Background: an optimization exercise with open tools, aiming at small area, a short achievable clock period and few clock cycles per item. Do not read the settings as production practice.
Where RTL was checked, it was by simulation tests only, not by an equivalence proof against the original.
For run 1, only the layout was checked, not whether the RTL still works.
No activity file was given, so power comes from the tool's default toggle rates.

<file path="design/flow/flow/margin.txt">
8.3
</file>
<file path="design/flow/flow/run.sh">
#!/bin/bash
# Layout: the standard flow (standard synthesis unchanged), with
#  - port buffers of a plain buffer cell instead of the default delay-buffer,
set -uo pipefail
MARGIN=$(cat flow/margin.txt 2>/dev/null || echo 8)
bash standard.sh SETUP_SLACK_MARGIN=$MARGIN \
    "BUFFER_PORTS_ARGS=-buffer_cell sky130_fd_sc_hd__buf_2" \
    finish > flow_make.log 2>&1
</file>
<file path="design/flow/standard.sh">
#!/bin/bash
# synth_recipe.tcl (not shown) runs the flow's synth.tcl, then flattens the netlist and writes it again
# the make line also repeats each setting of config.mk as NAME=value (left out here)
make -C /OpenROAD-flow-scripts/flow DESIGN_CONFIG=/design/flow/config.mk WORK_HOME=/design/flow/orfs CLKGATE_MAP_FILE= SYNTH_SCRIPT=/design/flow/synth_recipe.tcl "${@:-finish}"
</file>
<file path="design/flow/config.mk">
export PLATFORM = sky130hd
export DESIGN_NAME = yrd_fu
export DESIGN_NICKNAME = yrd_fu
export VERILOG_FILES = /design/flow/design.v
export SDC_FILE = /design/flow/constraint.sdc
export NUM_CORES = 4
export LEC_CHECK = 0
export CAP_MARGIN = 20
export CORE_MARGIN = 2
export CORE_UTILIZATION = 50
export CTS_BUF_LIST = sky130_fd_sc_hd__clkbuf_4 sky130_fd_sc_hd__clkbuf_8
export SLEW_MARGIN = 20
</file>
<file path="design/flow/design.v">
module yrd_luma (
    input  wire [7:0] y,
    output wire [8:0] hi,
    output wire [6:0] lo
);
    function [12:0] m298;
        input [3:0] n;
        reg   [15:0] d;
        begin
            d = 16'd1 << n;
            m298[0] = |(d & 16'h0000);
            m298[1] = |(d & 16'haaaa);
            m298[2] = |(d & 16'hcccc);
            m298[3] = |(d & 16'h5a5a);
            m298[4] = |(d & 16'h936c);
            m298[5] = |(d & 16'hb6da);
            m298[6] = |(d & 16'hdb6c);
            m298[7] = |(d & 16'h1c70);
            m298[8] = |(d & 16'hb52a);
            m298[9] = |(d & 16'h264c);
            m298[10] = |(d & 16'h3870);
            m298[11] = |(d & 16'h3f80);
            m298[12] = |(d & 16'hc000);
        end
    endfunction
    wire [16:0] s = {m298(y[7:4]), 4'd0} + {4'd0, m298(y[3:0])};
    assign hi = s[16:8];
    assign lo = s[7:1];
endmodule
module yrd_chroma (
    input  wire [7:0] u,
    input  wire [7:0] v,
    output wire [9:0] r_hi,
    output wire [6:0] r_lo,
    output wire [9:0] g_hi,
    output wire [6:0] g_lo,
    output wire [9:0] b_hi,
    output wire [6:0] b_lo
);
    function [12:0] m409;
        input [3:0] n;
        reg   [15:0] d;
        begin
            d = 16'd1 << n;
            m409[0] = |(d & 16'haaaa);
            m409[1] = |(d & 16'hcccc);
            m409[2] = |(d & 16'hf0f0);
            m409[3] = |(d & 16'h55aa);
            m409[4] = |(d & 16'hcc66);
            m409[5] = |(d & 16'h96b4);
            m409[6] = |(d & 16'he738);
            m409[7] = |(d & 16'had6a);
            m409[8] = |(d & 16'h9ce6);
            m409[9] = |(d & 16'hd6b4);
            m409[10] = |(d & 16'he738);
            m409[11] = |(d & 16'h07c0);
            m409[12] = |(d & 16'hf800);
        end
    endfunction
    function [17:0] r_k;
        input [3:0] n;
        reg   [15:0] d;
        begin
            d = 16'd1 << n;
            r_k[0] = |(d & 16'haaaa);
            r_k[1] = |(d & 16'hcccc);
            r_k[2] = |(d & 16'hf0f0);
            r_k[3] = |(d & 16'h55aa);
            r_k[4] = |(d & 16'hcc66);
            r_k[5] = |(d & 16'h694b);
            r_k[6] = |(d & 16'h8e73);
            r_k[7] = |(d & 16'h5ad6);
            r_k[8] = |(d & 16'hc631);
            r_k[9] = |(d & 16'h6b5a);
            r_k[10] = |(d & 16'h739c);
            r_k[11] = |(d & 16'h83e0);
            r_k[12] = |(d & 16'hfc00);
            r_k[13] = |(d & 16'hffff);
            r_k[14] = |(d & 16'h0000);
            r_k[15] = |(d & 16'h0000);
            r_k[16] = |(d & 16'hffff);
            r_k[17] = |(d & 16'hffff);
        end
    endfunction
    function [14:0] m1600n;
        input [3:0] n;
        reg   [15:0] d;
        begin
            d = 16'd1 << n;
            m1600n[0] = |(d & 16'h0000);
            m1600n[1] = |(d & 16'h0000);
            m1600n[2] = |(d & 16'h0000);
            m1600n[3] = |(d & 16'h0000);
            m1600n[4] = |(d & 16'h0000);
            m1600n[5] = |(d & 16'h0000);
            m1600n[6] = |(d & 16'h5555);
            m1600n[7] = |(d & 16'h3333);
            m1600n[8] = |(d & 16'h0f0f);
            m1600n[9] = |(d & 16'h55aa);
            m1600n[10] = |(d & 16'h6633);
            m1600n[11] = |(d & 16'h2d69);
            m1600n[12] = |(d & 16'h1ce7);
            m1600n[13] = |(d & 16'h03e0);
            m1600n[14] = |(d & 16'h001f);
        end
    endfunction
    function [10:0] m100n;
        input [3:0] n;
        reg   [15:0] d;
        begin
            d = 16'd1 << n;
            m100n[0] = |(d & 16'h0000);
            m100n[1] = |(d & 16'h0000);
            m100n[2] = |(d & 16'h5555);
            m100n[3] = |(d & 16'h3333);
            m100n[4] = |(d & 16'h0f0f);
            m100n[5] = |(d & 16'h55aa);
            m100n[6] = |(d & 16'h6633);
            m100n[7] = |(d & 16'h2d69);
            m100n[8] = |(d & 16'h1ce7);
            m100n[9] = |(d & 16'h03e0);
            m100n[10] = |(d & 16'h001f);
        end
    endfunction
    function [15:0] m3328n;
        input [3:0] n;
        reg   [15:0] d;
        begin
            d = 16'd1 << n;
            m3328n[0] = |(d & 16'h0000);
            m3328n[1] = |(d & 16'h0000);
            m3328n[2] = |(d & 16'h0000);
            m3328n[3] = |(d & 16'h0000);
            m3328n[4] = |(d & 16'h0000);
            m3328n[5] = |(d & 16'h0000);
            m3328n[6] = |(d & 16'h0000);
            m3328n[7] = |(d & 16'h0000);
            m3328n[8] = |(d & 16'h5555);
            m3328n[9] = |(d & 16'h3333);
            m3328n[10] = |(d & 16'h5a5a);
            m3328n[11] = |(d & 16'h639c);
            m3328n[12] = |(d & 16'h294a);
            m3328n[13] = |(d & 16'h18c6);
            m3328n[14] = |(d & 16'h07c1);
            m3328n[15] = |(d & 16'h003f);
        end
    endfunction
    function [17:0] g_k;
        input [3:0] n;
        reg   [15:0] d;
        begin
            d = 16'd1 << n;
            g_k[0] = |(d & 16'h0000);
            g_k[1] = |(d & 16'h0000);
            g_k[2] = |(d & 16'hffff);
            g_k[3] = |(d & 16'h0000);
            g_k[4] = |(d & 16'haaaa);
            g_k[5] = |(d & 16'h6666);
            g_k[6] = |(d & 16'h4b4b);
            g_k[7] = |(d & 16'h738c);
            g_k[8] = |(d & 16'hd6a5);
            g_k[9] = |(d & 16'h319c);
            g_k[10] = |(d & 16'hf07c);
            g_k[11] = |(d & 16'h0ffc);
            g_k[12] = |(d & 16'hfffc);
            g_k[13] = |(d & 16'h0003);
            g_k[14] = |(d & 16'hffff);
            g_k[15] = |(d & 16'h0000);
            g_k[16] = |(d & 16'hffff);
            g_k[17] = |(d & 16'hffff);
        end
    endfunction
    function [12:0] m516;
        input [3:0] n;
        reg   [15:0] d;
        begin
            d = 16'd1 << n;
            m516[0] = |(d & 16'h0000);
            m516[1] = |(d & 16'h0000);
            m516[2] = |(d & 16'haaaa);
            m516[3] = |(d & 16'hcccc);
            m516[4] = |(d & 16'hf0f0);
            m516[5] = |(d & 16'hff00);
            m516[6] = |(d & 16'h0000);
            m516[7] = |(d & 16'h0000);
            m516[8] = |(d & 16'h0000);
            m516[9] = |(d & 16'haaaa);
            m516[10] = |(d & 16'hcccc);
            m516[11] = |(d & 16'hf0f0);
            m516[12] = |(d & 16'hff00);
        end
    endfunction
    function [17:0] b_k;
        input [3:0] n;
        reg   [15:0] d;
        begin
            d = 16'd1 << n;
            b_k[0] = |(d & 16'h0000);
            b_k[1] = |(d & 16'h0000);
            b_k[2] = |(d & 16'haaaa);
            b_k[3] = |(d & 16'hcccc);
            b_k[4] = |(d & 16'hf0f0);
            b_k[5] = |(d & 16'h00ff);
            b_k[6] = |(d & 16'h00ff);
            b_k[7] = |(d & 16'h00ff);
            b_k[8] = |(d & 16'h00ff);
            b_k[9] = |(d & 16'haa55);
            b_k[10] = |(d & 16'h3366);
            b_k[11] = |(d & 16'hc387);
            b_k[12] = |(d & 16'h03f8);
            b_k[13] = |(d & 16'h03ff);
            b_k[14] = |(d & 16'h03ff);
            b_k[15] = |(d & 16'h03ff);
            b_k[16] = |(d & 16'hfc00);
            b_k[17] = |(d & 16'hffff);
        end
    endfunction
    wire [17:0] r = {1'b0, m409(v[7:4]), 4'd0} + r_k(v[3:0]);
    wire [17:0] g = {3'd0, m1600n(u[7:4])} + {7'd0, m100n(u[3:0])} +
                    {2'd0, m3328n(v[7:4])} + g_k(v[3:0]);
    wire [17:0] b = {1'b0, m516(u[7:4]), 4'd0} + b_k(u[3:0]);
    assign r_hi = r[17:8];
    assign r_lo = r[7:1];
    assign g_hi = g[17:8];
    assign g_lo = g[7:1];
    assign b_hi = b[17:8];
    assign b_lo = b[7:1];
endmodule
module yrd_carry (
    input  wire [6:0] a,
    input  wire [6:0] b,
    output wire       k
);
    wire [7:0] s = {1'b0, a} + {1'b0, b};
    assign k = s[7];
endmodule
module yrd_chan (
    input  wire [8:0] ly,       
    input  wire [9:0] c,        
    input  wire       k,        
    output wire [7:0] q
);
    wire [11:0] s = {3'b000, ly, 1'b1} + {c[9], c[9], c, k};
    wire [10:0] t = s[11:1];
    assign q = t[10] ? 8'd0 : (t[9:8] != 2'b00) ? 8'd255 : t[7:0];
endmodule
module yrd_fu (
    input  wire        clk,
    input  wire        rst,
    input  wire        cmd_valid,
    output reg         cmd_ready,
    input  wire [63:0] cmd_word,
    output reg         rsp_valid,
    input  wire        rsp_ready,
    output reg  [3:0]  rsp_status,
    output reg  [63:0] rsp_result
);
    localparam [3:0] ST_OK      = 4'd0;
    localparam [3:0] ST_ILLEGAL = 4'd11;
    localparam [2:0] C_CLIP8   = 3'd0;
    localparam [2:0] C_RSHR8   = 3'd1;
    localparam [2:0] C_YUV2RGB = 3'd2;
    localparam [2:0] C_565S    = 3'd3;
    localparam [2:0] C_565P    = 3'd4;
    localparam [2:0] C_LUMA    = 3'd5;
    localparam [2:0] C_YUYV2   = 3'd6;
    wire [7:0]  op  = cmd_word[63:56];
    wire [23:0] rsv = cmd_word[55:32];
    wire [31:0] a   = cmd_word[31:0];
    wire        swap = (op[2:0] == C_YUV2RGB);
    wire        base_ok = (rsv == 24'd0) && (op[7:3] == 5'b00110) && (op[2:0] != 3'd7) &&
                          !(swap && a[31:24] != 8'd0);
    wire [31:0] a_in = swap ? {a[7:0], a[23:8], a[23:16]} : a;
    wire [35:0] p_in = {base_ok, op[2:0], a_in};
    wire adv  = !rsp_valid || rsp_ready;     
    wire fire = cmd_valid && cmd_ready;
    reg        sk_valid;
    reg [35:0] sk;
    reg        s0_valid;
    reg [35:0] s0;
    reg        s1_valid;
    always @(posedge clk) begin
        if (rst) begin
            cmd_ready <= 1'b1;
            sk_valid  <= 1'b0;
            s0_valid  <= 1'b0;
            s1_valid  <= 1'b0;
            rsp_valid <= 1'b0;
        end else begin
            cmd_ready <= adv || !(sk_valid || fire);
            if (adv) begin
                sk_valid  <= 1'b0;
                s0_valid  <= sk_valid || fire;
                s1_valid  <= s0_valid;
                rsp_valid <= s1_valid;
            end else if (fire) begin
                sk_valid  <= 1'b1;
            end
        end
    end
    always @(posedge clk) begin
        if (!sk_valid) sk <= p_in;
        if (adv)       s0 <= sk_valid ? sk : p_in;
    end
    wire        s0_ok   = s0[35];
    wire [2:0]  s0_code = s0[34:32];
    wire [31:0] s0_a    = s0[31:0];
    reg legal;
    always @(*) begin
        case (s0_code)
            C_565S, C_565P: legal = s0_ok && (s0_a[31:16] == 16'd0);
            C_LUMA:         legal = s0_ok && (s0_a[31:8] == 24'd0);
            default:        legal = s0_ok;
        endcase
    end
    wire is_yuv  = legal && (s0_code == C_YUV2RGB || s0_code == C_YUYV2);
    wire is_yuyv = legal && (s0_code == C_YUYV2);
    wire [8:0] ly0_hi, ly1_hi;
    wire [6:0] ly0_lo, ly1_lo;
    wire [9:0] cr_hi, cg_hi, cb_hi;
    wire [6:0] cr_lo, cg_lo, cb_lo;
    yrd_luma   u_ly0 (.y(s0_a[7:0]),   .hi(ly0_hi), .lo(ly0_lo));
    yrd_luma   u_ly1 (.y(s0_a[23:16]), .hi(ly1_hi), .lo(ly1_lo));
    yrd_chroma u_chr (.u(s0_a[15:8]), .v(s0_a[31:24]),
                      .r_hi(cr_hi), .r_lo(cr_lo), .g_hi(cg_hi), .g_lo(cg_lo),
                      .b_hi(cb_hi), .b_lo(cb_lo));
    wire [5:0] k;
    yrd_carry u_k0r (.a(ly0_lo), .b(cr_lo), .k(k[0]));
    yrd_carry u_k0g (.a(ly0_lo), .b(cg_lo), .k(k[1]));
    yrd_carry u_k0b (.a(ly0_lo), .b(cb_lo), .k(k[2]));
    yrd_carry u_k1r (.a(ly1_lo), .b(cr_lo), .k(k[3]));
    yrd_carry u_k1g (.a(ly1_lo), .b(cg_lo), .k(k[4]));
    yrd_carry u_k1b (.a(ly1_lo), .b(cb_lo), .k(k[5]));
    wire [7:0] clip_res = s0_a[31] ? 8'd0 : (s0_a[30:8] != 23'd0) ? 8'd255 : s0_a[7:0];
    wire [24:0] rshr_q = {s0_a[31], s0_a[31:8]} + {24'd0, s0_a[7]};
    function [2:0] frac31;
        input [4:0] x;
        begin
            frac31 = (x >= 5'd31) ? 3'd7 : (x >= 5'd27) ? 3'd6 : (x >= 5'd23) ? 3'd5 :
                     (x >= 5'd18) ? 3'd4 : (x >= 5'd14) ? 3'd3 : (x >= 5'd9)  ? 3'd2 :
                     (x >= 5'd5)  ? 3'd1 : 3'd0;
        end
    endfunction
    function [1:0] frac63;
        input [5:0] x;
        begin
            frac63 = (x >= 6'd63) ? 2'd3 : (x >= 6'd42) ? 2'd2 : (x >= 6'd21) ? 2'd1 : 2'd0;
        end
    endfunction
    wire [4:0] r5 = s0_a[15:11];
    wire [5:0] g6 = s0_a[10:5];
    wire [4:0] b5 = s0_a[4:0];
    wire       is_p = (s0_code == C_565P);
    wire [23:0] rgb565 = {r5, is_p ? frac31(r5) : 3'd0,
                          g6, is_p ? frac63(g6) : 2'd0,
                          b5, is_p ? frac31(b5) : 3'd0};
    reg [24:0] n_res;
    always @(*) begin
        n_res = 25'd0;
        if (legal) begin
            case (s0_code)
                C_CLIP8:        n_res = {17'd0, clip_res};
                C_RSHR8:        n_res = rshr_q;
                C_565S, C_565P: n_res = {1'b0, rgb565};
                C_LUMA:         n_res = {1'b0, s0_a[7:0], s0_a[7:0], s0_a[7:0]};
                default:        n_res = 25'd0;
            endcase
        end
    end
    reg        s1_yuv, s1_yuyv, s1_ill;
    reg [8:0]  s1_y0, s1_y1;
    reg [9:0]  s1_cr, s1_cg, s1_cb;
    reg [5:0]  s1_k;
    always @(posedge clk) begin
        if (adv) begin
            s1_yuv  <= is_yuv;
            s1_yuyv <= is_yuyv;
            s1_ill  <= !legal;
            s1_y0   <= is_yuv ? ly0_hi : n_res[8:0];
            s1_y1   <= is_yuv ? ly1_hi : n_res[17:9];
            s1_cr   <= cr_hi;
            s1_cg   <= cg_hi;
            s1_cb   <= is_yuv ? cb_hi : {3'd0, n_res[24:18]};
            s1_k    <= k;
        end
    end
    wire [7:0] p0_r, p0_g, p0_b, p1_r, p1_g, p1_b;
    yrd_chan u_p0r (.ly(s1_y0), .c(s1_cr), .k(s1_k[0]), .q(p0_r));
    yrd_chan u_p0g (.ly(s1_y0), .c(s1_cg), .k(s1_k[1]), .q(p0_g));
    yrd_chan u_p0b (.ly(s1_y0), .c(s1_cb), .k(s1_k[2]), .q(p0_b));
    yrd_chan u_p1r (.ly(s1_y1), .c(s1_cr), .k(s1_k[3]), .q(p1_r));
    yrd_chan u_p1g (.ly(s1_y1), .c(s1_cg), .k(s1_k[4]), .q(p1_g));
    yrd_chan u_p1b (.ly(s1_y1), .c(s1_cb), .k(s1_k[5]), .q(p1_b));
    wire [24:0] n_s1 = {s1_cb[6:0], s1_y1, s1_y0};
    wire        sx = !s1_yuv && n_s1[24];
    wire [23:0] lo = s1_yuv  ? {p0_r, p0_g, p0_b} : n_s1[23:0];
    wire [23:0] hi = s1_yuyv ? {p1_r, p1_g, p1_b} : {24{sx}};
    always @(posedge clk) begin
        if (adv) begin
            rsp_status <= s1_ill ? ST_ILLEGAL : ST_OK;
            rsp_result <= {{8{sx}}, hi, {8{sx}}, lo};
        end
    end
endmodule
</file>
<file path="design/flow/constraint.sdc">
create_clock -name core_clock -period 12.0 [get_ports {clk}]
set_input_delay 2.4000 -clock core_clock [delete_from_list [all_inputs] [get_ports {clk}]]
set_output_delay 2.4000 -clock core_clock [all_outputs]
set_load 0.01 [all_outputs]
</file>
==> impl_metrics.yaml, run 1 <==
synthesis:
  ys_warn_count: 3
  ys_seq_area_share_pct: 33.0
  synth-async-reset-ratio_pct: 0
  ys_types: 78
  synth-edff-count: 143
  syn_area_um2: 15500
  synth_seq_cells: 184
  synthCells: 1697
  avgSynthCellArea_um2: 9.12
  ys.flop_type: "edfxtp_1"
power:
  clkPwrFrac_pct: 16.8
  leakage_nw: 7.62
  ir_drop_v: 0.0000729
  p_switching_mw: 1.11
  power_density_nw_per_um2: 153
  pwr-share-comb_pct: 49.9
  p_total_mw: 2.69
  pwr-share-seq_pct: 33.3
  p_sw_share_pct: 41.2
  internal_power_mw: 1.58
cells_and_area:
  num-nets-final: 2056
  drive_gt1_share_pct: 20.3
  multi_input_area_um2: 9960
  diodes: 0
  final_cell_mix: "edfxtp_1, ha_1, buf_2"
  final_util_pct: 57.8
  final_common_cell: "edfxtp_1"
  nFillCells: 2717
  area_growth_syn_to_layout_pct: 13.8
  regArea_um2: 5120
  final_area_um2: 17600
worst_setup_path:
  critical_path_class: "reg2reg"
  startpoint: "s0[9]"
  required_ns: 12.29
  crit_fanout: 6
  worst_setup_path_start_kind: "register"
  end_kind: "register"
  cp.arrival_ns: 4.44
  regToRegStartpoint: "s0[9]"
placed_design:
  gp_congestion: 0.934
  place_area_um2: 16300
  place_ws_ns: 7.33
  post-dp-hpwl_um: 32200
  port_buffers: 136
floorplanning:
  coreArea_um2: 30500
  design.die.area_um2: 32400
  num_rows: 64
  dieHeight_um: 180
  io_pins: 138
  die-width_um: 180
  initial_core_util_pct: 50.7
clocking:
  cts.sink_count: 184
  htreeDepth: 4
  clockBufferDepth: 2
  clock-root-buffer: "clkbuf_8"
  clock_latency_ns: 0.53
  cts_tree: "yes"
  cts_buffers: 17
  path_clk_slew_ns: 0.12
timing:
  worst_slew_pin_slew_ns: 1.01
  setup_violations: 0
  clock.fmax_ghz: 0.241
  skew_ns: 0.0193
  slew_headroom_pct: 32.8
  tns_ns: 0
  rsz0062_at_grt: "true"
  setup_ws_ns: 7.85
  min_period_ns: 4.15
  finalCritPeriodShare_pct: 34.6
  drv_slew: 0
  hold_violations: 0
drt:
  via_per_inst: 5.92
  vias: 13200
  ant_nets: 0
  drt_wl_total_um: 44400
  dr.pass1.iters: 5
  drt-wirelength-per-cell_um: 19.9
  drt_iter0_drc: 1202
  route.detailed.drc: 0
status:
  status: "finished clean"
min_path:
  hold_path.class: "reg2reg"
  min_from: "s1_valid"
global_route:
  grt_max_degree: 90
  grt_pass1_wl_um: 67300
  grt_usage_pct: 26.5
  antenna_found_initial: 0
  grt_pass1_vias: 12200
  gr-total-overflow: 0
job:
  max_cap_violations: 0
[final cells by class]
cell class              instances  area share, %
multi-input cells            1326           56.5
flip-flops and latches        184           29.0
repair buffers                216           7.53
well taps                     396           2.81
inverters                      75           1.64
clock buffers                  17           1.33
clock inverters                15           1.15
[cells by family (layout without fill, tap and decap cells)]
group,count (synthesis),count (layout),synth area share [%]
AOI/OAI and AO/OA,524,524,21.9
xor gates and xnor gates,144,144,8.15
adders and majority gates,170,170,14.6
buffers and inverters,192,323,5.20
DFF,184,184,33.0
muxes,47,47,3.22
other,2,7,0.0485
and+or+nand+nor,434,434,13.8
[final timing paths]
path	slack, ns	depth (start not counted)	end
max reg2reg	7.85	18	s1_cg[9]
max	7.85	18	s1_cg[9]
min reg2reg	0.45	2	rsp_valid
min	0.45	2	rsp_valid
[synth_stat cells (all sizes together) (36+ instances only)]
cell / instances / area share [%]
a21o: 38 / 1.9
a21oi: 143 / 4.6
buf: 40 / 1.5
clkbuf: 77 / 1.9
dfxtp: 41 / 5.3
edfxtp: 143 / 28
ha: 150 / 12
inv: 74 / 1.8
nand2: 131 / 3.2
nand3: 38 / 1.3
nor2: 102 / 2.5
nor2b: 36 / 1.5
o21ai: 120 / 3.9
xnor2: 89 / 5.0
xor2: 55 / 3.1
[metal layers]
| metal | global-route usage, % | wire length, um | vias to the layer above |
|---|---|---|---|
| li1 | - | - | 6473 |
| met1 | 35.4 | 19500 | 6218 |
| met2 | 43.8 | 21000 | 420 |
| met3 | 3.46 | 2400 | 86 |
| met4 | 10.0 | 1540 | 0 |
| met5 | 0 | 0 | - |
[power by group through the flow]
stage | Sequential, mW | Combinational (mW) | Clock (mW)
after global placement | 0.929 | 1.11 | 0
after global routing | 0.901 | 1.48 | 0.490
after floorplan | 0.847 | 0.911 | 0
after CTS | 0.905 | 1.18 | 0.466
final | 0.895 | 1.34 | 0.453
after detailed placement | 0.928 | 1.13 | 0
[through the flow]
step | hold WS (ns) | cells
4_1_cts | 0.457 | 2186
6_report | 0.449 | 2229
5_1_grt | 0.468 | 2229
2_1_floorplan | 0.400 | 1702
3_5_place_dp | 0.438 | 2126
3_3_place_gp | 0.403 | 2126
[sequential cells by signal, summed over array words and instances, names as in the netlist, 6 cells and up]
signal / count
s1_cb: 10
s1_y1: 9
rsp_result: 49
sk: 36
s1_cr: 10
s1_k: 6
s1_y0: 9
s0: 36
s1_cg: 10
[critical path, cell delays in order, from the launching register on]
cell and delay (ns):
edfxtp_1 0.51, buf_6 0.19, xnor2_2 0.14, a221oi_2 0.30, ha_1 0.32, nor2b_2 0.18, o21ai_2 0.17, a21oi_2 0.09
buf_4 0.14, nand2b_4 0.13, fa_1 0.49, inv_2 0.04, ha_4 0.32, o21ai_0 0.14, a21oi_2 0.19, nand2_2 0.11
o31ai_4 0.26, a21o_1 0.15, a21oi_2 0.04
[timing repair]
action,in CTS,in global routing
gates cloned,1,0
setup buffers,27,42
hold buffers,0,0
endpoints found under the setup margin,89,79
resized for setup,19,40
pin swaps,8,40
==> run 2: changes to the inputs <==
--- a/design/flow/design.v
+++ b/design/flow/design.v
@@ -5,23 +5,4 @@
 );
-    function [12:0] m298;
-        input [3:0] n;
-        reg   [15:0] d;
-        begin
-            d = 16'd1 << n;
-            m298[0] = |(d & 16'h0000);
-            m298[1] = |(d & 16'haaaa);
-            m298[2] = |(d & 16'hcccc);
-            m298[3] = |(d & 16'h5a5a);
-            m298[4] = |(d & 16'h936c);
-            m298[5] = |(d & 16'hb6da);
-            m298[6] = |(d & 16'hdb6c);
-            m298[7] = |(d & 16'h1c70);
-            m298[8] = |(d & 16'hb52a);
-            m298[9] = |(d & 16'h264c);
-            m298[10] = |(d & 16'h3870);
-            m298[11] = |(d & 16'h3f80);
-            m298[12] = |(d & 16'hc000);
-        end
-    endfunction
-    wire [16:0] s = {m298(y[7:4]), 4'd0} + {4'd0, m298(y[3:0])};
+    wire [16:0] y1 = {9'd0, y};
+    wire [16:0] s = (y1 << 8) + (y1 << 5) + (y1 << 3) + (y1 << 1);
     assign hi = s[16:8];
@@ -172,2 +153,12 @@
     endfunction
+    wire [17:0] r = {1'b0, m409(v[7:4]), 4'd0} + r_k(v[3:0]);
+    wire [17:0] g1 = {3'd0, m1600n(u[7:4])};
+    wire [17:0] g2 = {7'd0, m100n(u[3:0])};
+    wire [17:0] g3 = {2'd0, m3328n(v[7:4])};
+    wire [17:0] g4 = g_k(v[3:0]);
+    wire [17:0] gs1 = g1 ^ g2 ^ g3;
+    wire [17:0] gc1 = {(g1[16:0] & g2[16:0]) | (g1[16:0] & g3[16:0]) | (g2[16:0] & g3[16:0]), 1'b0};
+    wire [17:0] gs2 = gs1 ^ gc1 ^ g4;
+    wire [17:0] gc2 = {(gs1[16:0] & gc1[16:0]) | (gs1[16:0] & g4[16:0]) | (gc1[16:0] & g4[16:0]), 1'b0};
+    wire [17:0] g = gs2 + gc2;
     function [12:0] m516;
@@ -217,5 +208,2 @@
     endfunction
-    wire [17:0] r = {1'b0, m409(v[7:4]), 4'd0} + r_k(v[3:0]);
-    wire [17:0] g = {3'd0, m1600n(u[7:4])} + {7'd0, m100n(u[3:0])} +
-                    {2'd0, m3328n(v[7:4])} + g_k(v[3:0]);
     wire [17:0] b = {1'b0, m516(u[7:4]), 4'd0} + b_k(u[3:0]);
==> design/flow/flow/margin.txt (replaced) <==
8.4
--- a/design/flow/config.mk
+++ b/design/flow/config.mk
@@ -9,3 +9,3 @@
 export CORE_MARGIN = 2
-export CORE_UTILIZATION = 50
+export CORE_UTILIZATION = 60
 export CTS_BUF_LIST = sky130_fd_sc_hd__clkbuf_4 sky130_fd_sc_hd__clkbuf_8
==> run 2 against run 1 <==
Effect of this change:
- still clean on timing, DRC and antenna
- cell count down 3.4%
- via count up 0.28%
- maximum frequency up 13%
- critical path depth down 4
- sequential share of layout area down 0.099 points
- non-clock buffer count up 8
- critical path type unchanged
- critical endpoint is now s1_cg[6]
- highest routed layer unchanged
==> impl_metrics.yaml, run 2 <==
global_route:
  antenna_found_initial: 0
  grt_pass1_vias: 12000
  grt_usage_pct: 31.4
  grt_max_degree: 56
  grtUsageMet3_pct: 4.15
  grt_busiest_layer: "met2"
  gr-usage-met2_pct: 54.6
  gr-total-overflow: 0
  grt_pass1_wl_um: 65300
  grt_util_met1_pct: 40.3
cells_and_area:
  final_common_cell: "ha_1"
  drive_gt1_share_pct: 20.0
  largest_reg_flops: 49
  num-nets-final: 2094
  reg_top3: "rsp_result x49, s0 x36, sk x36"
  final_cell_mix: "ha_1, edfxtp_1, buf_2"
  top_register: "rsp_result"
  diodes: 0
  nFillCells: 2116
  area_growth_syn_to_layout_pct: 13.0
floorplanning:
  dieHeight_um: 165
  num_rows: 59
  initial_core_util_pct: 60.6
  io_pins: 138
  coreArea_um2: 25800
  design.die.area_um2: 27400
  die-width_um: 165
power:
  clkPwrFrac_pct: 16.4
  ir_drop_v: 0.0000994
  leakage_nw: 7.87
  power_density_nw_per_um2: 152
  p_sw_share_pct: 41.6
  pwr-share-comb_pct: 51.2
  p_switching_mw: 1.12
  pwr-share-seq_pct: 32.4
  internal_power_mw: 1.57
clocking:
  path_clk_slew_ns: 0.10
  clock-root-buffer: "clkbuf_8"
  cts_tree: "yes"
  cts_buffers: 17
  cts.sink_count: 184
  hold_buffers: 0
  clock_latency_ns: 0.48
  htreeDepth: 4
  clockBufferDepth: 2
placed_design:
  post-dp-hpwl_um: 32100
  gp_congestion: 0.990
  port_buffers: 136
worst_setup_path:
  cp.arrival_ns: 3.90
  end_kind: "register"
  critical-path-top-delay-family: "adder cells"
  critPathMaxStageDelay_ns: 0.55
  critPathMostFrequentCell: "a21oi_2"
  crit_fanout: 5
  worst_setup_path_start_kind: "register"
  critical_path_class: "reg2reg"
  required_ns: 12.22
  path_cells: "buf_4 -> nor3_4 -> a31oi_4 -> fa_1 -> fa_1 -> inv_2 -> ha_4 -> a21oi_2 -> o221a_2 -> o41ai_4 -> a21oi_2 -> o21bai_1 -> a21oi_2 -> xnor2_1"
  crit_buf_inv: 2
  cpMaxStageDelayCell: "edfxtp_1"
timing:
  holdWs_ns: 0.438
  finalCritPeriodShare_pct: 30.7
  min_period_ns: 3.68
  slew_headroom_pct: 28.9
  setup_violations: 0
  drv_slew: 0
  clock.fmax_ghz: 0.272
  hold_violations: 0
  rsz0062_at_grt: "true"
  worst_slew_pin_slew_ns: 1.06
  skew_ns: 0.0240
  tns_ns: 0
status:
  status: "finished clean"
synthesis:
  synthCells: 1646
  synth-async-reset-ratio_pct: 0
  ys.flop_type: "edfxtp_1"
  yosysMostFrequentCell: "ha_1"
  syn_area_um2: 15600
  synth_seq_cells: 184
  synth_top_area_share_pct: 27.4
  avgSynthCellArea_um2: 9.51
  ys_warn_count: 2
  ys_types: 83
  synth-edff-count: 143
  ys_seq_area_share_pct: 32.7
  synth_largest_area_cell: "edfxtp_1"
  synthTopCellsByArea: "edfxtp_1, ha_1, dfxtp_1"
  yosys-top-cells-count: "ha_1, edfxtp_1, a21oi_1"
drt:
  dr.pass1.iters: 6
  ant_nets: 0
  drt_wl_total_um: 43300
  via_per_inst: 6.15
  drt_iter0_drc: 1238
  drt-wirelength-per-cell_um: 20.1
  vias: 13200
  route.detailed.drc: 0
min_path:
  hold_path.class: "reg2reg"
job:
  max_cap_violations: 0
-- run 2: power groups by stage --
stage | Sequential, mW | Clock (mW) | Combinational (mW)
2_1_floorplan | 0.857 | 0 | 0.907
3_5_place_dp | 0.900 | 0 | 1.19
5_1_grt | 0.877 | 0.470 | 1.52
6_report | 0.870 | 0.441 | 1.38
4_1_cts | 0.875 | 0.447 | 1.26
3_3_place_gp | 0.898 | 0 | 1.16
-- run 2: final timing paths --
kind	startpoint	depth (start not counted)	to	slack, ns
worst min register to register	s1_ill	0	rsp_status[1]	0.44
worst max-delay path	s0[9]	14	s1_cg[6]	8.32
worst min-delay path	s1_ill	0	rsp_status[1]	0.44
worst max register to register	s0[9]	14	s1_cg[6]	8.32
-- run 2: worst reg2reg max path, stage by stage, from the launching register on --
cell	delay (ns)
edfxtp_1	0.55
buf_4	0.23
nor3_4	0.26
a31oi_4	0.07
fa_1	0.44
fa_1	0.53
inv_2	0.05
ha_4	0.26
a21oi_2	0.18
o221a_2	0.24
o41ai_4	0.08
a21oi_2	0.20
o21bai_1	0.11
a21oi_2	0.14
xnor2_1	0.09
-- run 2: cell families (layout without fill, tap and decap cells) --
family / after synthesis / count (layout) / share of synthesized area [%]
compound gates: 482 / 482 / 19.7
buf+inv: 193 / 360 / 5.81
fa+ha+maj: 222 / 222 / 19.4
flops: 184 / 184 / 32.7
xor+xnor: 121 / 121 / 6.77
other cells: 2 / 6 / 0.0480
mux: 44 / 44 / 2.97
simple gates: 398 / 399 / 12.6
-- run 2: repair_timing --
item / 4_1_cts / 5_1_grt
gates resized for setup: 31 / 43
gates cloned: 1 / 0
pin swaps: 6 / 28
setup endpoints to repair: 94 / 97
setup buffers: 34 / 41
-- run 2: metal layers --
layer	up-vias	part of all wire [%]
li1	6331	-
met4	0	3.6
met1	6248	42
met5	-	0
met2	553	49
met3	102	5.9
-- run 2: final cells by class --
type                    count  area, um2  share of cell area (%)
clock inverters            14        174                   0.984
clock buffers              18        241                    1.37
repair buffers            224       1400                    7.94
flip-flops and latches    184       5120                    28.9
inverters                 104        409                    2.31
multi-input cells        1274       9920                    56.1
well taps                 335        419                    2.37
-- run 2: metrics by stage --
step,utilization [%],worst slack (ns),total power [mW],instance area (um2),cells
after detailed placement,63.3,7.24,2.09,16400,2045
after global routing,68.4,8.20,2.87,17700,2153
after CTS,66.5,8.37,2.59,17200,2112
final,68.4,8.32,2.69,17700,2153
after global placement,63.3,7.29,2.06,16400,2045
after floorplan,-,8.40,1.76,15700,1650
Testbench counts of run 2, summed over its fixed seeds: cycles 32,024, items 32,000.
==> run 3: changes to the inputs <==
==> design/flow/flow/margin.txt (replaced) <==
8.2
==> run 3 against run 2 <==
Effect of this change:
- total power fell by 3.6%
- flip-flop and latch count did not move
- area after synthesis did not move
- setup slack got worse by 0.058 ns
- routed wire length fell by 2.7%
- worst hold slack improved by 0.0023 ns
- first-iteration DRC count fell by 13%
- utilization fell by 1.7 points
- clock power fell by 4%
- clock skew rose by 0.0061 ns
- largest power group unchanged
- highest routed layer unchanged
==> impl_metrics.yaml, run 3 <==
cells_and_area:
  top_register: "rsp_result"
  reg_top3: "rsp_result x49, s0 x36, sk x36"
  largest_reg_flops: 49
  final_common_cell: "ha_1"
  diodes: 0
  nFillCells: 2128
  num-nets-final: 2063
  regArea_um2: 5120
  final_cell_mix: "ha_1, edfxtp_1, buf_2"
  area_growth_syn_to_layout_pct: 10.2
  multi_input_area_um2: 9790
  drive_gt1_share_pct: 17.2
status:
  status: "finished clean"
floorplanning:
  dieHeight_um: 165
  num_rows: 59
  design.die.area_um2: 27400
  coreArea_um2: 25800
  initial_core_util_pct: 60.6
  die-width_um: 165
  io_pins: 138
drt:
  drt_wl_total_um: 42200
  dr.pass1.iters: 6
  vias: 13000
  routed.top_layer: "met4"
  wl_met2_um: 20200
  drt-wirelength-per-cell_um: 19.9
  via_per_inst: 6.11
  wl_met3_um: 2800
  route.detailed.drc: 0
  drt_iter0_drc: 1075
  m1WireLength_um: 17400
  ant_nets: 0
synthesis:
  ys_warn_count: 2
  synth_largest_area_cell: "edfxtp_1"
  synthCells: 1646
  synth-edff-count: 143
  synth_seq_cells: 184
  ys_seq_area_share_pct: 32.7
  avgSynthCellArea_um2: 9.51
  syn_area_um2: 15600
  yosys-top-cells-count: "ha_1, edfxtp_1, a21oi_1"
  yosysMostFrequentCell: "ha_1"
  ys_types: 83
  synth-async-reset-ratio_pct: 0
  ys.flop_type: "edfxtp_1"
  synthTopCellsByArea: "edfxtp_1, ha_1, dfxtp_1"
  synth_top_area_share_pct: 27.4
worst_setup_path:
  worst_setup_path_start_kind: "register"
  required_ns: 12.21
  regToRegStartpoint: "s0[11]"
  cp.arrival_ns: 3.95
  critical_path_class: "reg2reg"
  end_kind: "register"
  startpoint: "s0[11]"
  crit_fanout: 6
power:
  clkPwrFrac_pct: 16.4
  p_switching_mw: 1.07
  pwr-share-comb_pct: 49.8
  power_density_nw_per_um2: 150
  p_total_mw: 2.59
  p_sw_share_pct: 41.1
  ir_drop_v: 0.0000869
  internal_power_mw: 1.53
  leakage_nw: 7.65
  pwr-share-seq_pct: 33.8
min_path:
  min_from: "s1_ill"
  hold_path.class: "reg2reg"
clocking:
  clock_latency_ns: 0.48
  path_clk_slew_ns: 0.10
  htreeDepth: 4
  cts.sink_count: 184
  clockBufferDepth: 2
  clock-root-buffer: "clkbuf_8"
  cts_buffers: 17
  cts_tree: "yes"
placed_design:
  port_buffers: 136
  post-dp-hpwl_um: 31800
  gp_congestion: 0.950
timing:
  skew_ns: 0.0301
  finalCritPeriodShare_pct: 31.2
  slew_headroom_pct: 29.2
  setup_violations: 0
  rsz0062_at_grt: "true"
  drv_slew: 0
  tns_ns: 0
  worst_slew_pin_slew_ns: 1.05
  hold_violations: 0
  clock.fmax_ghz: 0.267
  min_period_ns: 3.74
  holdWs_ns: 0.440
global_route:
  grt_max_degree: 58
  antenna_found_initial: 0
  grt_pass1_wl_um: 64100
  grt_usage_pct: 30.8
  gr-total-overflow: 0
  grt_pass1_vias: 11900
job:
  max_cap_violations: 0
-- run 3: cell counts after synthesis --
Identical to the previous run, type by type.
-- run 3: stage by stage --
step / setup WS (ns) / cells / cell area, um2 / utilization, %
floorplan: 8.23 / 1650 / 15700 / -
global placement: 7.29 / 2045 / 16400 / 63.3
detailed placement: 7.23 / 2045 / 16400 / 63.3
CTS: 8.17 / 2101 / 17000 / 65.6
global route: 8.11 / 2122 / 17200 / 66.8
finish: 8.26 / 2122 / 17200 / 66.8
-- run 3: cell type report --
cell class | instances | share of cell area (%)
Multi-Input combinational cell | 1274 | 56.7
Sequential cell | 184 | 29.7
Timing Repair Buffer | 193 | 6.57
Tap cell | 335 | 2.43
Inverter | 104 | 2.31
Clock buffer | 19 | 1.44
Clock inverter | 13 | 0.841
-- run 3: critical path: stages (launching register included) --
cell      delay [ns]
edfxtp_1        0.48
buf_4           0.18
buf_6           0.12
nor2_2          0.11
nand2_1         0.10
a31oi_4         0.20
fa_1            0.46
fa_1            0.55
inv_1           0.06
ha_4            0.28
nand2_1         0.09
o221a_2         0.26
o41ai_2         0.06
a21oi_2         0.13
o21ai_1         0.16
a21oi_1         0.09
xnor2_1         0.14
-- run 3: worst paths after layout --
path | to | slack (ns) | depth (start not counted)
worst max-delay path | s1_cg[8] | 8.26 | 16
worst min-delay path | rsp_status[1] | 0.44 | 0
worst max register to register | s1_cg[8] | 8.26 | 16
worst min register to register | rsp_status[1] | 0.44 | 0
-- run 3: what timing repair did --
action | in CTS | in global routing
cloned | 1 | 0
setup buffers | 23 | 21
resized for setup | 8 | 25
endpoints found under the hold margin | 0 | 0
pin swaps | 1 | 6
setup endpoints to repair | 61 | 17
hold buffers | 0 | 0
-- run 3: cells by family (layout without fill, tap and decap cells) --
logic type      Yosys count  in the layout  synth area share, %
compound gates          482            482                 19.7
simple gates            398            399                 12.6
fa+ha+maj               222            222                 19.4
buf+inv                 193            329                 5.81
flops                   184            184                 32.7
xor+xnor                121            121                 6.77
mux                      44             44                 2.97
other cells               2              6               0.0480
-- run 3: power by group through the flow --
| stage | Sequential, mW | Combinational [mW] | Clock, mW |
|---|---|---|---|
| CTS | 0.878 | 1.22 | 0.434 |
| finish | 0.876 | 1.29 | 0.425 |
| floorplan | 0.857 | 0.906 | 0 |
| detailed placement | 0.902 | 1.18 | 0 |
| global route | 0.884 | 1.44 | 0.457 |
| global placement | 0.901 | 1.16 | 0 |
-- run 3: routing by layer --
layer | track usage, % | vias up
li1 | - | 6282
met3 | 4.35 | 119
met5 | 0 | -
met2 | 52.7 | 524
met4 | 12.5 | 0
met1 | 39.2 | 6045
==> run 4: changes to the inputs <==
--- a/design/flow/config.mk
+++ b/design/flow/config.mk
@@ -9,3 +9,3 @@
 export CORE_MARGIN = 2
-export CORE_UTILIZATION = 60
+export CORE_UTILIZATION = 70
 export CTS_BUF_LIST = sky130_fd_sc_hd__clkbuf_4 sky130_fd_sc_hd__clkbuf_8
==> run 4 against run 3 <==
Effect of this change:
- largest power group unchanged
- critical endpoint unchanged
- cell count shrank 2.9%
- maximum frequency increased by 0.63%
- critical path depth decreased by 1
==> impl_metrics.yaml, run 4 <==
status:
  status: "finished clean"
placed_design:
  place_ws_ns: 7.31
  post-dp-hpwl_um: 32200
  gp_congestion: 0.998
  port_buffers: 136
  dp_cells: 1988
global_route:
  gr-total-overflow: 0
  grt_pass1_wl_um: 66200
  grt_pass1_vias: 12700
  grt_usage_pct: 35.6
  antenna_found_initial: 0
  grt_max_degree: 57
clocking:
  clock-root-buffer: "clkbuf_8"
  htreeDepth: 4
  cts_tree: "yes"
  cts.sink_count: 184
  clock_latency_ns: 0.48
  cts_buffers: 17
  path_clk_slew_ns: 0.10
  clockBufferDepth: 2
synthesis:
  avgSynthCellArea_um2: 9.51
  ys_types: 83
  synth-edff-count: 143
  synthTopCellsByArea: "edfxtp_1, ha_1, dfxtp_1"
  yosysMostFrequentCell: "ha_1"
  synthCells: 1646
  synth-async-reset-ratio_pct: 0
  synth_largest_area_cell: "edfxtp_1"
  synth_seq_cells: 184
  ys_seq_area_share_pct: 32.7
  yosys-top-cells-count: "ha_1, edfxtp_1, a21oi_1"
  ys.flop_type: "edfxtp_1"
  syn_area_um2: 15600
  ys_warn_count: 2
  synth_top_area_share_pct: 27.4
timing:
  skew_ns: 0.0162
  worst_slew_pin_slew_ns: 0.956
  rsz0062_at_grt: "true"
  drv_slew: 0
  setup_violations: 0
  tns_ns: 0
  finalCritPeriodShare_pct: 31.0
  setup_ws_ns: 8.28
  clock.fmax_ghz: 0.269
  holdWs_ns: 0.434
  slew_headroom_pct: 36.3
  hold_violations: 0
  min_period_ns: 3.72
drt:
  drt_iter0_drc: 1115
  vias: 13400
  route.detailed.drc: 0
  ant_nets: 0
  via_per_inst: 6.48
  dr.pass1.iters: 6
  drt_wl_total_um: 42900
  drt-wirelength-per-cell_um: 20.8
cells_and_area:
  diodes: 0
  drive_gt1_share_pct: 17.0
  final_cell_mix: "ha_1, edfxtp_1, buf_2"
  num-nets-final: 2058
  instances_no_fill: 2061
  nFillCells: 1468
  reg_top3: "rsp_result x49, s0 x36, sk x36"
  final_common_cell: "ha_1"
  largest_reg_flops: 49
  area_growth_syn_to_layout_pct: 9.36
  top_register: "rsp_result"
power:
  ir_drop_v: 0.000118
  internal_power_mw: 1.51
  leakage_nw: 7.62
  p_total_mw: 2.59
  clkPwrFrac_pct: 16.0
  power_density_nw_per_um2: 151
  pwr-share-comb_pct: 50.0
  pwr-share-seq_pct: 34.0
  p_switching_mw: 1.07
  p_sw_share_pct: 41.5
job:
  max_cap_violations: 0
worst_setup_path:
  path_cells: "buf_4 -> nor3_2 -> nor3_2 -> a31oi_4 -> fa_1 -> fa_1 -> inv_1 -> ha_4 -> nand2_1 -> o221a_2 -> o41ai_1 -> a21oi_1 -> o21ai_0 -> a21oi_1 -> xnor2_1"
  critPathMaxStageDelay_ns: 0.55
  required_ns: 12.23
  worst_setup_path_start_kind: "register"
  crit_fanout: 10
  cpMaxStageDelayCell: "fa_1"
  cp.arrival_ns: 3.94
  critical_path_class: "reg2reg"
  end_kind: "register"
floorplanning:
  design.die.area_um2: 23600
  dieHeight_um: 154
  coreArea_um2: 21900
  die-width_um: 154
  initial_core_util_pct: 71.5
  io_pins: 138
  num_rows: 54
min_path:
  hold_path.class: "reg2reg"
run 4: cell counts after synthesis:
No cell type changed its count.
run 4: timing repair:
item                       4_1_cts  5_1_grt
setup endpoints to repair       68       74
resized for setup               10       19
hold buffers                     0        0
setup buffers                   18       24
gates cloned                     0        0
pin swaps                        1        3
run 4: cells by family (layout without fill, tap and decap cells):
group | after synthesis | in the layout | synth area share (%)
xor+xnor | 121 | 121 | 6.77
mux | 44 | 44 | 2.97
buf+inv | 193 | 324 | 5.81
other cells | 2 | 6 | 0.0480
flops | 184 | 184 | 32.7
simple gates | 398 | 398 | 12.6
fa+ha+maj | 222 | 222 | 19.4
compound gates | 482 | 482 | 19.7
run 4: final cells by class:
| type | instances | area [um2] | area share [%] |
|---|---|---|---|
| inverter | 104 | 395 | 2.31 |
| multi-input combinational | 1273 | 9770 | 57.1 |
| clock buffer | 17 | 234 | 1.37 |
| tap | 280 | 350 | 2.05 |
| clock inverter | 14 | 144 | 0.841 |
| timing repair buffer | 189 | 1100 | 6.41 |
| sequential | 184 | 5120 | 29.9 |
run 4: routing by layer:
metal / GRT usage (%) / vias to the layer above / share of wire (%)
met5: 0 / - / 0
met4: 20.8 / 0 / 6.1
met3: 5.89 / 170 / 8.0
met2: 59.6 / 710 / 48
met1: 43.6 / 6214 / 38
li1: - / 6261 / -
run 4: final timing paths:
kind | start | endpoint | slack (ns) | cells after the start
hold reg to reg | s1_ill | rsp_status[1] | 0.43 | 0
setup / recovery | s0[8] | s1_cg[8] | 8.28 | 15
hold / removal | s1_ill | rsp_status[1] | 0.43 | 0
setup reg to reg | s0[8] | s1_cg[8] | 8.28 | 15
run 4: critical path, delay by kind of cell (launching register included):
kind            cells  cell delay (ns)
buf+inv             2             0.27
xor+xnor            1             0.13
simple gates        3             0.35
fa+ha+maj           3             1.30
flops               1             0.46
compound gates      6             0.96
run 4: through the flow:
step / util [%] / cell area, um2
floorplan: - / 15700
global placement: 74.3 / 16300
detailed placement: 74.3 / 16300
CTS: 76.8 / 16800
global route: 78.2 / 17100
finish: 78.2 / 17100
run 4: power groups by stage:
stage	clock [mW]	combinational, mW	sequential (mW)
after floorplan	0	0.906	0.857
after global placement	0	1.14	0.904
after detailed placement	0	1.19	0.907
after CTS	0.417	1.22	0.883
after global routing	0.440	1.43	0.885
final	0.415	1.29	0.880
==> run 5: changes to the inputs <==
==> design/flow/flow/run.sh (replaced) <==
#!/bin/bash
# Layout: the standard flow (standard synthesis unchanged), with
#  - port buffers of a plain buffer cell instead of the default delay buffer,
#  - clock tree sinks clustered into fewer, larger leaf clusters and no dummy
#    loads.
# Each step's full output is in orfs/logs/; make's own output in flow_make.log.
set -uo pipefail
bash standard.sh SETUP_SLACK_MARGIN=8.2 \
    "BUFFER_PORTS_ARGS=-buffer_cell sky130_fd_sc_hd__buf_2" \
    "CTS_ARGS=-sink_clustering_enable -repair_clock_nets -dont_use_dummy_load -sink_clustering_size 20 -sink_clustering_max_diameter 100 -buf_list {sky130_fd_sc_hd__clkbuf_8 sky130_fd_sc_hd__clkbuf_16}" \
    finish > flow_make.log 2>&1
--- a/design/flow/config.mk
+++ b/design/flow/config.mk
@@ -9,3 +9,3 @@
 export CORE_MARGIN = 2
-export CORE_UTILIZATION = 70
+export CORE_UTILIZATION = 60
 export CTS_BUF_LIST = sky130_fd_sc_hd__clkbuf_4 sky130_fd_sc_hd__clkbuf_8
removed: design/flow/flow/margin.txt
==> run 5 against run 4 <==
Effect of this change:
- register-to-register slack worse by 0.02 ns
- still clean on timing, DRC and antenna
- cell area up 1.1%
- clock power increased by 12%
- largest cell class unchanged
- critical path type unchanged
- sequential share of layout area is 0.32 points lower
- critical endpoint unchanged
- via count down 2.9%
==> impl_metrics.yaml, run 5 <==
cells_and_area:
  drive_gt1_share_pct: 16.7
  reg_top3: "rsp_result x49, s0 x36, sk x36"
  final_util_pct: 66.9
  final_cell_mix: "ha_1, edfxtp_1, buf_2"
  largest_reg_flops: 49
  diodes: 0
  final_common_cell: "ha_1"
  area_growth_syn_to_layout_pct: 10.5
  top_register: "rsp_result"
  instances_no_fill: 2109
  num-nets-final: 2065
  final_area_um2: 17300
power:
  ir_drop_v: 0.0000841
  leakage_nw: 7.67
  internal_power_mw: 1.59
  power_density_nw_per_um2: 151
  pwr-share-comb_pct: 48.8
  pwr-share-seq_pct: 33.5
  clkPwrFrac_pct: 17.7
  p_switching_mw: 1.03
  p_sw_share_pct: 39.2
drt:
  vias: 13000
  ant_nets: 0
  dr.pass1.iters: 6
  drt_iter0_drc: 1108
  drt-wirelength-per-cell_um: 19.9
  route.detailed.drc: 0
  via_per_inst: 6.15
  drt_wl_total_um: 41900
clocking:
  path_clk_slew_ns: 0.07
  clock_latency_ns: 0.44
  cts_buffers: 17
  cts_tree: "yes"
  htreeDepth: 4
  cts.sink_count: 184
  clock-root-buffer: "clkbuf_16"
  clockBufferDepth: 2
  hold_buffers: 0
worst_setup_path:
  regToRegStartpoint: "s0[11]"
  reg2regPathDepth: 15
  worst_setup_path_start_kind: "register"
  end_kind: "register"
  critical_path_class: "reg2reg"
  worst_r2r_endpoint: "s1_cg[8]"
  cp.arrival_ns: 3.91
  required_ns: 12.17
  r2r_slack_ns: 8.26
  crit_fanout: 8
job:
  max_cap_violations: 0
synthesis:
  ys.flop_type: "edfxtp_1"
  ys_types: 83
  synthTopCellsByArea: "edfxtp_1, ha_1, dfxtp_1"
  synthCells: 1646
  synth-edff-count: 143
  syn_area_um2: 15600
  synth-async-reset-ratio_pct: 0
  synth_seq_cells: 184
  ys_warn_count: 2
  yosys-top-cells-count: "ha_1, edfxtp_1, a21oi_1"
  ys_seq_area_share_pct: 32.7
  synth_top_area_share_pct: 27.4
  avgSynthCellArea_um2: 9.51
  yosysMostFrequentCell: "ha_1"
  synth_largest_area_cell: "edfxtp_1"
status:
  status: "finished clean"
global_route:
  antenna_found_initial: 0
  grt_pass1_vias: 11800
  grt_max_degree: 58
  grt_usage_pct: 30.8
  gr-total-overflow: 0
  grt_pass1_wl_um: 63800
placed_design:
  place_area_um2: 16400
  post-dp-hpwl_um: 31800
  dp_cells: 2045
  place_ws_ns: 7.23
  port_buffers: 136
  gp_congestion: 0.950
timing:
  slew_headroom_pct: 28.4
  finalCritPeriodShare_pct: 31.2
  drv_slew: 0
  skew_ns: 0.0265
  clock.fmax_ghz: 0.267
  rsz0062_at_grt: "false"
  hold_violations: 0
  setup_ws_ns: 8.26
  worst_slew_pin_slew_ns: 1.06
  tns_ns: 0
  min_period_ns: 3.74
  setup_violations: 0
min_path:
  min_to: "rsp_status[1]"
  min_from: "s1_ill"
  whs_path_depth: 0
  hold_path.class: "reg2reg"
floorplanning:
  design.die.area_um2: 27400
  num_rows: 59
  initial_core_util_pct: 60.6
  dieHeight_um: 165
  io_pins: 138
  coreArea_um2: 25800
  die-width_um: 165
## run 5: logic make-up after synthesis
family	count (synthesis)	synth area share, %
compound gates	482	19.7
simple gates	398	12.6
fa+ha+maj	222	19.4
buf+inv	193	5.81
flops	184	32.7
xor+xnor	121	6.77
mux	44	2.97
other cells	2	0.0480
## run 5: metal layers
metal	global-route usage [%]	wire, um	vias to the layer above
li1	-	-	6260
met1	39.1	17300	6025
met2	51.5	19700	557
met3	4.50	2910	120
met4	15.0	2030	0
met5	0	0	-
## run 5: repair_timing
action,4_1_cts,5_1_grt
cloned,1,0
setup buffers,20,26
gates resized for setup,6,27
pin swaps,1,5
setup endpoints to repair,61,68
## run 5: cell type report
cell class | count | area (um2)
flip-flops and latches | 184 | 5120
multi-input cells | 1274 | 9770
clock buffers | 17 | 425
inverters | 104 | 399
repair buffers | 195 | 1160
well taps | 335 | 419
fillers | 2110 | 8540
## run 5: power by group through the flow
stage               Combinational [mW]  Clock (mW)  Sequential, mW
detailed placement                1.18           0           0.902
CTS                               1.21       0.472           0.881
global placement                  1.16           0           0.901
global route                      1.43       0.494           0.885
finish                            1.28       0.464           0.877
floorplan                        0.906           0           0.857
## run 5: critical path, cell delays in order, from the launching register on
cell and delay (ns):
edfxtp_1 0.45, clkinvlp_4 0.25, a21oi_2 0.17, nor3_2 0.07, a31oi_4 0.17, fa_1 0.46
fa_1 0.55, inv_1 0.06, ha_4 0.17, a21oi_2 0.16, o221a_2 0.20, o41ai_1 0.06
a21oi_1 0.32, o21ai_1 0.14, a21oi_1 0.17, xnor2_1 0.09
## run 5: worst max path at each step
stage	startpoint	to	slack [ns]	cells after the start
after floorplan	cmd_word[58]	s0[29]	8.23	5
after detailed placement	rsp_ready	s1_y0[2]	7.23	4
after global routing	s0[11]	s1_cg[8]	8.16	15
after global placement	rsp_ready	s1_y0[1]	7.29	4
after CTS	s0[10]	s1_cg[7]	8.11	15
final	s0[11]	s1_cg[8]	8.26	15
## run 5: metrics by stage
step | power (mW) | hold slack (ns)
after floorplan | 1.76 | 0.400
after global placement | 2.06 | 0.408
after detailed placement | 2.08 | 0.416
after CTS | 2.57 | 0.433
after global routing | 2.80 | 0.438
final | 2.62 | 0.433

[port drivers added, routing unchanged]
In the flow no input, the clock included, has a driving cell. The finished layouts below were timed again as built, in two steps. Step 1: set_driving_cell puts a clkbuf_16 on clk and a buf_2 on each other input, an assumption about the parent block. Step 2 moves the port delays by t, midway between the first and last clock arrival at a register: inputs arrive t later, outputs are due t later. That takes back most of the time a late clock gives input paths. Three values: no drivers, after step 1, after step 2; two values: the first two.
run | shift t [ns] | setup WS [ns] | worst hold slack (ns) | latest minus earliest clock arrival (ns) | worst slew at a driven data input, ns
run 1 | 0.566 | 7.851 / 7.851 / 7.851 | 0.449 / 0.449 / 0.449 | 0.020 / 0.019 | 0.03
run 2 | 0.518 | 8.319 / 8.319 / 8.015 | 0.438 / 0.438 / 0.438 | 0.025 / 0.025 | 0.03
run 3 | 0.501 | 8.261 / 8.261 / 7.840 | 0.440 / 0.440 / 0.440 | 0.030 / 0.030 | 0.03
run 4 | 0.514 | 8.284 / 8.284 / 7.829 | 0.434 / 0.434 / 0.434 | 0.017 / 0.017 | 0.03
run 5 | 0.477 | 8.260 / 8.260 / 7.902 | 0.433 / 0.433 / 0.433 | 0.026 / 0.026 | 0.03
After both steps every run listed still meets setup and hold. The setup slack of run 4, which loses most, moves by 0.000 ns with the drivers and by -0.455 ns with both steps.
